Context: an optimization exercise on an open-source flow, tuned for small area, a short achievable clock period and few clock cycles. The choices shown serve that exercise and are no tape-out recipe. At most, simulation tests tie the RTL to the original design; equivalence was not proved. Power figures rest on the tool's default switching activity, not on a simulated workload.

==> flow/design.v (excerpt) <==
module spsl_core (
    input  wire        clk,
    input  wire        rst,           
    input  wire        req_we,        
    input  wire [31:0] req_wdata,
    output wire [31:0] rsp,
    output wire        busy,
    output reg         done,
    output reg         ovr,
    output wire        mem_en,
    output wire        mem_we,
    output reg  [15:0] mem_addr,
    output reg  [7:0]  mem_wdata,
    input  wire        mem_ready,
    input  wire [7:0]  mem_rdata,
    output wire        tmr_arm,
    input  wire        tmr_exp,
    output wire        adc_on,
    output wire        conv_start,
    input  wire        conv_done,
    input  wire [15:0] conv_data,
    output reg  [2:0]  adc_sel,
    output wire [3:0]  amp_en,
    output wire        fe_pwr
);
For scale: about 1,800 cells after synthesis, roughly 220 flip-flops.
clock: 10.0 ns
lec_check: 0
cap_margin: 20
core_margin: 2
core_utilization: 40
setup_slack_margin: 5
slew_margin: 20
run.sh (not shown) runs the stock make flow with config.mk's settings and CLKGATE_MAP_FILE= SYNTH_SCRIPT=/design/flow/synth_recipe.tcl, a recipe that flattens the netlist after the stock synthesis.
Testbench counts at the start, summed over its fixed seeds: cycles 26,948.
Then changed:
--- a/flow/design.v
+++ b/flow/design.v
@@ -146,35 +146,39 @@
         for (i = 5; i >= 0; i = i - 1)
             if (slot_f[i]) cur = i[2:0];
     end
     wire cur_l2   = slot_l2[cur];
     wire rec_last = fbyte[1] && (fbyte[0] || !cur_l2);    
     wire only_cur = (slot_f == (6'd1 << cur));
-    reg [2:0] cur2;
-    always @* begin
-        cur2 = 3'd0;
-        for (i = 5; i >= 0; i = i - 1)
-            if (slot_f[i] && i[2:0] != cur) cur2 = i[2:0];
-    end
-    wire [7:0] fetch_nxt = rec_last       ? {5'd0, cur2} :
-                           (fbyte == 2'd0) ? {6'd0, cur_l2, !cur_l2} :
-                           (fbyte == 2'd1) ? slot_d0[cur] : slot_d1[cur];
     reg [127:0] lstr;
     always @* begin
         case (acc[2:0])
             3'd0:    lstr = "SPSL DIAGNOSTIC ";
             3'd1:    lstr = "LIGHT CHANNEL 1 ";
             3'd2:    lstr = "LIGHT CHANNEL 2 ";
             3'd3:    lstr = "LIGHT CHANNEL 3 ";
             3'd4:    lstr = "LIGHT CHANNEL 4 ";
             default: lstr = "CANNOT COMPUTE!!";
         endcase
     end
-    wire [3:0] lidx       = cnt[3:0] - 4'd2;
-    wire [7:0] label_byte = lstr[8*lidx +: 8];
-    wire [7:0] label_b0   = a_zero ? "S" : (w_a <= 8'd4) ? "L" : "C";
+    wire [7:0] label_byte = lstr[8*cnt_dec[3:0] +: 8];
+    always @* begin
+        if (state == S_LABEL)
+            mem_wdata = label_byte;
+        else if (state == S_FETCH)
+            case (fbyte)
+                2'd0:    mem_wdata = {5'd0, cur};
+                2'd1:    mem_wdata = {6'd0, cur_l2, !cur_l2};
+                2'd2:    mem_wdata = slot_d0[cur];
+                default: mem_wdata = slot_d1[cur];
+            endcase
+        else if (state == S_CRCH)
+            mem_wdata = acc[15:8];
+        else
+            mem_wdata = acc[7:0];
+    end
     wire [31:0] sum       = acc + {16'd0, conv_data};
     wire        samp_done = (state == S_SAMP) && conv_done;
     assign conv_start = (state == S_TRIG) || (samp_done && !last);
     wire [16:0] dv_sub = acc[31:15] - {1'b0, mem_addr};
     wire        dv_ge  = !dv_sub[16];
     wire [31:0] dv_nxt = dv_ge ? {dv_sub[15:0], acc[14:0], 1'b1}
@@ -211,13 +215,12 @@
                 rcode    <= {rc_oper || rc_range, rc_ill || rc_range};
                 mem_addr <= val_pre;
                 fbyte    <= {op_rreset && ab_zero, rw_ok || diag};
                 disp     <= op_disp;
                 if (acq_go)
                     adc_sel <= w_a[2:0];
-                mem_wdata <= op_fetch ? {5'd0, cur} : label_b0;
                 cnt <= op_crc    ? {8'd0, w_a} :
                        op_label  ? 16'd16 :
                        op_readch ? w_b :
                        op_disp   ? 16'd8 :
                        {12'd0, w_a[5], w_a[2:0]};
                 acc <= op_crc   ? 32'h0000FFFF :
@@ -235,45 +238,41 @@
             S_CRCS, S_CRCR: begin
                 if (mem_ready) begin
                     acc[15:0] <= crc_next;
                     mem_addr  <= addr_inc;
                     cnt       <= cnt_dec;
                     if (last) begin
-                        if (state == S_CRCS) begin
-                            mem_wdata <= crc_next[15:8];
-                            state     <= S_CRCH;
-                        end
+                        if (state == S_CRCS)
+                            state <= S_CRCH;
                         else begin
                             rsp_code <= RC_OK;
                             rsp_val  <= {15'd0, crc_next == 16'd0};
                             done     <= 1'b1;
                             state    <= S_IDLE;
                         end
                     end
                 end
             end
             S_CRCH: begin
                 if (mem_ready) begin
-                    mem_addr  <= addr_inc;
-                    mem_wdata <= acc[7:0];
-                    state     <= S_CRCL;
+                    mem_addr <= addr_inc;
+                    state    <= S_CRCL;
                 end
             end
             S_CRCL: begin
                 if (mem_ready) begin
                     rsp_code <= RC_OK;
                     rsp_val  <= 16'd1;
                     done     <= 1'b1;
                     state    <= S_IDLE;
                 end
             end
             S_FETCH: begin
                 if (mem_ready) begin
-                    mem_addr  <= addr_inc;
-                    mem_wdata <= fetch_nxt;
-                    fbyte     <= fbyte + 2'd1;
+                    mem_addr <= addr_inc;
+                    fbyte    <= fbyte + 2'd1;
                     if (rec_last) begin
                         slot_f[cur] <= 1'b0;
                         fbyte       <= 2'd0;
                         if (only_cur) begin
                             rsp_code <= RC_OK;
                             rsp_val  <= {11'd0, fetch_n};
@@ -282,15 +281,14 @@
                         end
                     end
                 end
             end
             S_LABEL: begin
                 if (mem_ready) begin
-                    mem_addr  <= addr_inc;
-                    mem_wdata <= label_byte;
-                    cnt       <= cnt_dec;
+                    mem_addr <= addr_inc;
+                    cnt      <= cnt_dec;
                     if (last) begin
                         rsp_code <= RC_OK;
                         rsp_val  <= 16'd16;
                         done     <= 1'b1;
                         state    <= S_IDLE;
                     end
@@ -338,12 +336,12 @@
             if (s_wr)
                 fetch_n <= n_wr;
             else if (n_clr)
                 fetch_n <= 5'd0;
         end
         for (i = 0; i < 6; i = i + 1)
-            if (s_we[i]) begin
+            if (s_we[i] && !rst) begin
                 slot_d0[i] <= s_wd0;
                 slot_d1[i] <= s_wd1;
             end
     end
 endmodule
Worst hold slack gains 19 ps.
Sequential share of layout area shrinks by 1.6 points.
Design area came out higher slightly.
Total power shrinks by about a fifth.
Combinational power goes down by well over a third.
First-iteration DRC count grows by a few percent.
Clock power drops slightly.
Fmax fell by a few percent.
Synthesized cell count went down by a few percent.
Register-to-register slack gets worse by 150 ps.
Setup slack loses 280 ps.
Die area goes down by a few percent.
The RTL of the second run of this note was laid out without a check of its function.

* * *

JK:
spsl_core with an RTL version that a note above also has.
For scale: about 1700 cells after synthesis, roughly 210 flip-flops, ~130 I/O pins.
Settings: LEC_CHECK=0, CAP_MARGIN=20, CORE_MARGIN=2, CORE_UTILIZATION=40, SLEW_MARGIN=20; clock period 10.0 ns.
Edits applied to the flow inputs when going from JK to MS:
--- a/flow/design.v
+++ b/flow/design.v
@@ -57,19 +57,19 @@
     wire st_acq  = (state == S_WARM) || (state == S_TRIG) || (state == S_SAMP);
     assign rsp      = {6'd0, rsp_code, 8'h00, rsp_val};
     assign busy     = (state != S_IDLE);
     assign mem_en   = st_mem;
     assign mem_we   = st_crcw || (state == S_FETCH) || (state == S_LABEL);
     assign tmr_arm  = (state == S_WARM);
     assign adc_on   = (state == S_TRIG) || (state == S_SAMP);
     assign fe_pwr   = st_acq && disp;
     assign amp_en   = adc_on ? (4'd1 << (adc_sel[1:0] - 2'd1)) : 4'd0;
-    wire        last     = (cnt == {14'd0, state == S_CRCS, 1'b1});
+    wire        last     = (cnt == 16'd0);
     wire [15:0] cnt_dec  = cnt - 16'd1;
     wire [15:0] addr_inc = mem_addr + 16'd1;
     wire [7:0]  w_opc = req_wdata[31:24];
     wire [7:0]  w_a   = req_wdata[23:16];
     wire [15:0] w_b   = req_wdata[15:0];
     wire        accept = req_we && !busy;
     wire op_send   = (w_opc == 8'h01);
     wire op_recv   = (w_opc == 8'h02);
     wire op_crc    = op_send || op_recv;
@@ -154,19 +154,19 @@
         case (acc[2:0])
             3'd0:    lstr = "SPSL DIAGNOSTIC ";
             3'd1:    lstr = "LIGHT CHANNEL 1 ";
             3'd2:    lstr = "LIGHT CHANNEL 2 ";
             3'd3:    lstr = "LIGHT CHANNEL 3 ";
             3'd4:    lstr = "LIGHT CHANNEL 4 ";
             default: lstr = "CANNOT COMPUTE!!";
         endcase
     end
-    wire [7:0] label_byte = lstr[8*cnt_dec[3:0] +: 8];
+    wire [7:0] label_byte = lstr[8*cnt[3:0] +: 8];
     always @* begin
         if (state == S_LABEL)
             mem_wdata = label_byte;
         else if (state == S_FETCH)
             case (fbyte)
                 2'd0:    mem_wdata = {5'd0, cur};
                 2'd1:    mem_wdata = {6'd0, cur_l2, !cur_l2};
                 2'd2:    mem_wdata = slot_d0[cur];
                 default: mem_wdata = slot_d1[cur];
@@ -212,22 +212,22 @@
             if (accept) begin
                 done     <= 1'b0;
                 state    <= state_acc;
                 rcode    <= {rc_oper || rc_range, rc_ill || rc_range};
                 mem_addr <= val_pre;
                 fbyte    <= {op_rreset && ab_zero, rw_ok || diag};
                 disp     <= op_disp;
                 if (acq_go)
                     adc_sel <= w_a[2:0];
-                cnt <= op_crc    ? {8'd0, w_a} :
-                       op_label  ? 16'd16 :
-                       op_readch ? w_b :
-                       op_disp   ? 16'd8 :
+                cnt <= op_crc    ? {8'd0, w_a - (op_send ? 8'd3 : 8'd1)} :
+                       op_label  ? 16'd15 :
+                       op_readch ? w_b - 16'd1 :
+                       op_disp   ? (diag ? 16'd8 : 16'd7) :
                        {12'd0, w_a[5], w_a[2:0]};
                 acc <= op_crc   ? 32'h0000FFFF :
                        op_label ? {29'd0, (w_a > 8'd4) ? 3'd5 : w_a[2:0]} : 32'd0;
             end
             case (state)
             S_RESP: begin
                 if (fbyte[1])
                     slot_f <= 6'd0;      
                 rsp_code <= rcode;
@@ -299,19 +299,19 @@
                     state <= S_TRIG;
             end
             S_TRIG:
                 state <= S_SAMP;
             S_SAMP: begin
                 if (conv_done) begin
                     acc <= sum;
                     cnt <= cnt_dec;
                     if (last) begin
-                        cnt <= 16'd16;
+                        cnt <= 16'd15;
                         if (disp) begin
                             rsp_code <= RC_OK;
                             rsp_val  <= 16'd1;
                             done     <= 1'b1;
                             state    <= S_IDLE;
                         end else
                             state <= S_DIV;
                     end
                 end
==> results.txt <==
On overall power consumption, MS does worse than JK.
| final period utilization | higher: JK |
Delta (MS minus JK): clock power rose about 4.7%; global router's overall resource usage rose 0.17 points; portion of the layout cell area used by non-clock buffers about even.
Testbench counts of MS, summed over its fixed seeds: cycles 26,948.
Function not checked in JK: the RTL went through the layout flow alone.

-- port drivers added, routing unchanged --
In the flow no input, the clock included, has a driving cell. The finished layouts below were timed again as built, in two steps. Step 1 (the two cells are an assumption about what drives the block):
set clk [get_ports {clk}]
set_driving_cell -lib_cell sky130_fd_sc_hd__clkbuf_16 $clk
set_driving_cell -lib_cell sky130_fd_sc_hd__buf_2 [delete_from_list [all_inputs] $clk]
Step 2, shift: input delay + t, output delay - t, t = (earliest + latest rising clock arrival at the registers) / 2. This alone moves slack from input paths to output paths. Slacks: no drivers / after step 1 / after step 2; pairs: no drivers / after step 1.
run | shift t [ns] | setup slack, ns | clock arrival spread, ns
the first run of note 1 | 0.621 | 5.090 / 5.118 / 4.497 | 0.018 / 0.017
the second run of note 1 | 0.595 | 4.806 / 4.750 / 4.537 | 0.021 / 0.020
JK | 0.594 | 3.266 / 3.207 / 3.709 | 0.027 / 0.028
MS | 0.591 | 3.384 / 3.326 / 3.717 | 0.016 / 0.017
After both steps setup and hold are still met in every run listed. The setup slack of the first run of note 1, which loses most, moves by +0.028 ns with the drivers and by -0.593 ns with both steps.
